This is an optimization exercise on Yosys and OpenROAD, whose aim is small area, a short achievable clock period and few clock cycles per item, not a production implementation.
RTL that was checked went through simulation tests only; none was proved equivalent to the original.
No activity file was given, so power comes from the tool's default toggle rates.

## north
Design kzg_chal, start of the top module:
module kzg_chal (
    input  wire         clk,
    input  wire         rst,
    input  wire         in_valid,
    output wire         in_ready,
    input  wire [31:0]  in_data,
    output wire         out_valid,
    input  wire         out_ready,
    output reg          out_err,
    output reg  [11:0]  out_index,
    output wire [255:0] out_z
);
clock: 10.0 ns
lec_check: 0
cap_margin: 20
core_margin: 2
core_utilization: 65
cts_buf_list: sky130_fd_sc_hd__clkbuf_16
cts_cluster_diameter: 60
cts_cluster_size: 20
place_density: 0.75
setup_slack_margin: 5
slew_margin: 20
run.sh (not shown) runs the stock make flow with config.mk's settings and CLKGATE_MAP_FILE= SYNTH_SCRIPT=/design/flow/synth_recipe.tcl, a recipe that flattens the netlist after the stock synthesis.
Modified inputs, south compared to north
-- flow/design.v --
<<< north, line 173
    wire [31:0] ssig0 = {w[1][6:0], w[1][31:7]} ^ {w[1][17:0], w[1][31:18]} ^ (w[1] >> 3);
    wire [31:0] ssig1 = {w[14][16:0], w[14][31:17]} ^ {w[14][18:0], w[14][31:19]} ^ (w[14] >> 10);
    wire [31:0] s9  = w[0] ^ w[9] ^ ssig0;
    wire [31:0] c9  = {(w[0][30:0] & w[9][30:0]) | (w[0][30:0] & ssig0[30:0]) | (w[9][30:0] & ssig0[30:0]), 1'b0};
    wire [31:0] s10 = s9 ^ c9 ^ ssig1;
>>> south, line 173
    wire [31:0] ssig0 = {w[1][6:0], w[1][31:7]} ^ {w[1][17:0], w[1][31:18]} ^ (w[1] >> 3);
    wire [31:0] ssig1 = {w[14][16:0], w[14][31:17]} ^ {w[14][18:0], w[14][31:19]} ^ (w[14] >> 10);
    wire [31:0] s9  = (w[0] ^ {w[1][6:0], w[1][31:7]}) ^ (w[9] ^ {w[1][17:0], w[1][31:18]}) ^ (w[1] >> 3);
    wire [31:0] c9  = {(w[0][30:0] & w[9][30:0]) | (w[0][30:0] & ssig0[30:0]) | (w[9][30:0] & ssig0[30:0]), 1'b0};
    wire [31:0] s10 = s9 ^ c9 ^ ssig1;
Findings:
Summary of the comparison: multi-input combinational gate total is higher in south, relative to north. On final period demand of the worst path, north loses to south. Of south and north, north shows the lower setup slack, with south above it. In south, the final non-filler cell total came out 0.36% above the value in north. NOTE global-route wire length before repair north->south decreased by a few percent. Going from north to south, total power higher; portion of total power attributed to combinational logic increased by 0.6 points relative to the old numbers; fraction of met3 tracks used by global routing lower. The lower period utilization of south and north is in south. Between south and north, it is south whose detailed route wirelength on metal2 is lower, by about 4%. Between south and north, the combined flip-flop and latch cell area does not differ in any meaningful way. Compared with north, the detailed router inserted more vias in south. Compared north against south; simple-gate portion of the synthesized area within noise.
Testbench counts of south, summed over its fixed seeds: cycles 1,648,632, items 12.
The RTL of north was laid out without a check of its function.


Setup of v6:
kzg_chal, a different RTL version from the one above (not shown whole).
For scale: roughly 5,000 cells after synthesis, about 1,100 flip-flops, about 310 I/O pins.
Settings: LEC_CHECK=0, CAP_MARGIN=20, CORE_MARGIN=2, CORE_UTILIZATION=55, PLACE_DENSITY=0.7, SETUP_SLACK_MARGIN=5, SLEW_MARGIN=20; clock period 10.0 ns.
Edits applied to the flow inputs when going from v6 to v7:
--- a/flow/design.v
+++ b/flow/design.v
@@ -25,23 +25,30 @@
     reg         chk;         
     reg         eq_run;
     reg  [1:0]  pass;        
     reg  [2:0]  rc;          
     reg         bor;
     reg         ge;
-    reg         f_rnd, f_last, f_ff, f_cpy, f_slot;
+    reg         f_rnd, f_last, f_last_e, f_ff, f_cpy, f_slot;
     reg         host, done;
+    reg         rdy;         
+    reg         ov;          
     reg         first;       
     integer     i;
-    wire take = (st == S_OUT) && out_ready;
+    wire take = ov && out_ready;
     wire init = rst || take;
     wire run  = (st == S_RUN);
     wire slot   = run && !done && f_slot;
     wire pre    = (wcnt[15:3] == 13'd0);          
-    assign in_ready = slot && host;
-    wire adv = run && !(slot && host && !in_valid);
+    wire accept = slot && host;           
+    assign in_ready = rdy;                
+    wire adv = run && !(accept && !in_valid);
+    wire f_slot_n = adv ? ((c >= 7'd65) || (c <= 7'd13)) : f_slot;
+    wire host_n   = (slot && adv) ? ((wcnt >= 16'd7) && (wcnt < 16'd32787)) : host;
+    wire done_n   = (slot && adv) ? (wcnt == 16'd32799) : done;
+    wire run_n    = run && !(adv && c == 7'd0 && done);
     reg [31:0] prefix_word;
     always @(*) begin
         case (wcnt[2:0])
             3'd0: prefix_word = 32'h4653424c;
             3'd1: prefix_word = 32'h4f425645;
             3'd2: prefix_word = 32'h52494659;
@@ -140,13 +147,13 @@
     wire ff   = f_ff;
     wire [31:0] bsig0 = {a[1:0], a[31:2]} ^ {a[12:0], a[31:13]} ^ {a[21:0], a[31:22]};
     wire [31:0] bsig1 = {e[5:0], e[31:6]} ^ {e[10:0], e[31:11]} ^ {e[24:0], e[31:25]};
     wire [31:0] ch    = (e & f) ^ (~e & g);
     wire [31:0] maj   = (a & b) ^ (a & cc) ^ (b & cc);
     wire [31:0] h0g   = last ? hs0 : 32'd0;
-    wire [31:0] h4g   = last ? hs4 : 32'd0;
+    wire [31:0] h4g   = f_last_e ? hs4 : 32'd0;
     wire [31:0] xs  = p ^ ch ^ bsig1;
     wire [31:0] xc  = {(p[30:0] & ch[30:0]) | (p[30:0] & bsig1[30:0]) | (ch[30:0] & bsig1[30:0]), 1'b0};
     wire [31:0] ys  = bsig0 ^ maj ^ h0g;
     wire [31:0] yc  = {(bsig0[30:0] & maj[30:0]) | (bsig0[30:0] & h0g[30:0]) | (maj[30:0] & h0g[30:0]), 1'b0};
     wire [31:0] s3  = xs ^ xc ^ ys;
     wire [31:0] c3  = {(xs[30:0] & xc[30:0]) | (xs[30:0] & ys[30:0]) | (xc[30:0] & ys[30:0]), 1'b0};
@@ -224,35 +231,38 @@
     end
     wire eq_before = (cpos == 3'd0) ? 1'b1 : eq_run;
     wire word_gt   = w[15] > r_word;
     wire word_eq   = w[15] == r_word;
     wire elem_bad  = eq_before && (word_gt || (word_eq && cpos == 3'd7));
     wire blob_load = slot && host && in_valid && (wcnt < 16'd32776);
-    assign out_valid = (st == S_OUT);
+    assign out_valid = ov;
     assign out_z = {hs0, hs1, hs2, hs3, hs4, hs5, hs6, hs7};
     always @(posedge clk) begin
         if (init) begin
             st    <= S_RUN;
             c     <= 7'd65;
             wcnt  <= 16'd0;
             first <= 1'b1;
-            f_rnd <= 1'b0; f_last <= 1'b0; f_ff <= 1'b1;
+            f_rnd <= 1'b0; f_last <= 1'b0; f_last_e <= 1'b0; f_ff <= 1'b1;
             f_cpy <= 1'b1; f_slot <= 1'b0;
             host  <= 1'b0; done <= 1'b0;
+            rdy   <= 1'b0; ov <= 1'b0;
             a <= IV[255:224];
             e <= IV[127:96];
             pass <= 2'd0;
             rc   <= 3'd0;
             bor  <= 1'b0;
             ge   <= 1'b0;
         end else begin
+            rdy <= run_n && f_slot_n && host_n && !done_n;
             if (adv) begin
                 c <= (c == 7'd66) ? 7'd0 : c + 7'd1;
                 k_t <= k_nx;
                 f_rnd  <= (c <= 7'd63);
                 f_last <= (c == 7'd63);
+                f_last_e <= (c[5:0] == 6'd63) && !c[6];
                 f_ff   <= (c >= 7'd64);
                 f_cpy  <= (c == 7'd64);
                 f_slot <= (c >= 7'd65) || (c <= 7'd13);
                 if (slot) begin
                     wcnt <= wcnt + 16'd1;
                     host <= (wcnt >= 16'd7) && (wcnt < 16'd32787);
@@ -293,14 +303,16 @@
                 rc  <= rc + 3'd1;
                 bor <= (rc == 3'd7) ? 1'b0 : red_bor;
                 if (rc == 3'd7) begin
                     pass <= pass + 2'd1;
                     if (cmp_pass)
                         ge <= !red_bor;
-                    if (pass == 2'd3)
+                    if (pass == 2'd3) begin
                         st <= S_OUT;
+                        ov <= 1'b1;
+                    end
                 end
             end
         end
     end
     always @(posedge clk) begin
         if (init) begin
[summary]
Post-synthesis share of cell area spent on full adders, half adders and majority gates essentially unchanged between v7 and v6. Global routing usage on met1: v7 and v6 compared, higher one is v7. Summary of v7 over v6: pre-CTS setup slack decreased by 590 ps relative to the old numbers, design area increased by 270 sq um relative to the old numbers, clock network contribution to total cell area increased by 0.15 points relative to the old numbers. v7 and v6 ended up with nearly the same overall power.
Testbench counts of v7, summed over its fixed seeds: cycles 1,648,632, items 12.
Only the layout flow was run in v6; the RTL was not checked for function there.

==> static timing again, ports no longer ideal <==
No port has a modelled driver above. Below, the same layouts with a new extraction and two added sets of constraints. Step 1 assumes that a clkbuf_16 drives the clock port and a buf_2 every other input. Step 2 moves the port delays by t, midway between the first and last clock arrival at a register: inputs arrive t later, outputs are due t later. That takes back most of the time a late clock gives input paths. Three values: no drivers, after step 1, after step 2; two values: the first two.
run	shift t [ns]	slack for setup (ns)	hold WS [ns]	worst register clock-pin slew, ns	worst data-port slew with drivers (ns)
north	0.766	4.831 / 4.831 / 4.457	0.394 / 0.394 / 0.394	0.09 / 0.09	0.04
south	0.755	5.027 / 5.027 / 4.957	0.401 / 0.401 / 0.401	0.10 / 0.10	0.05
v6	0.798	4.795 / 4.795 / 4.419	0.339 / 0.339 / 0.339	0.07 / 0.07	0.05
v7	0.794	4.935 / 4.935 / 4.480	0.325 / 0.325 / 0.325	0.07 / 0.07	0.05
After both steps every run listed still meets setup and hold. The setup slack of v7, which loses most, moves by 0.000 ns with the drivers and by -0.455 ns with both steps.
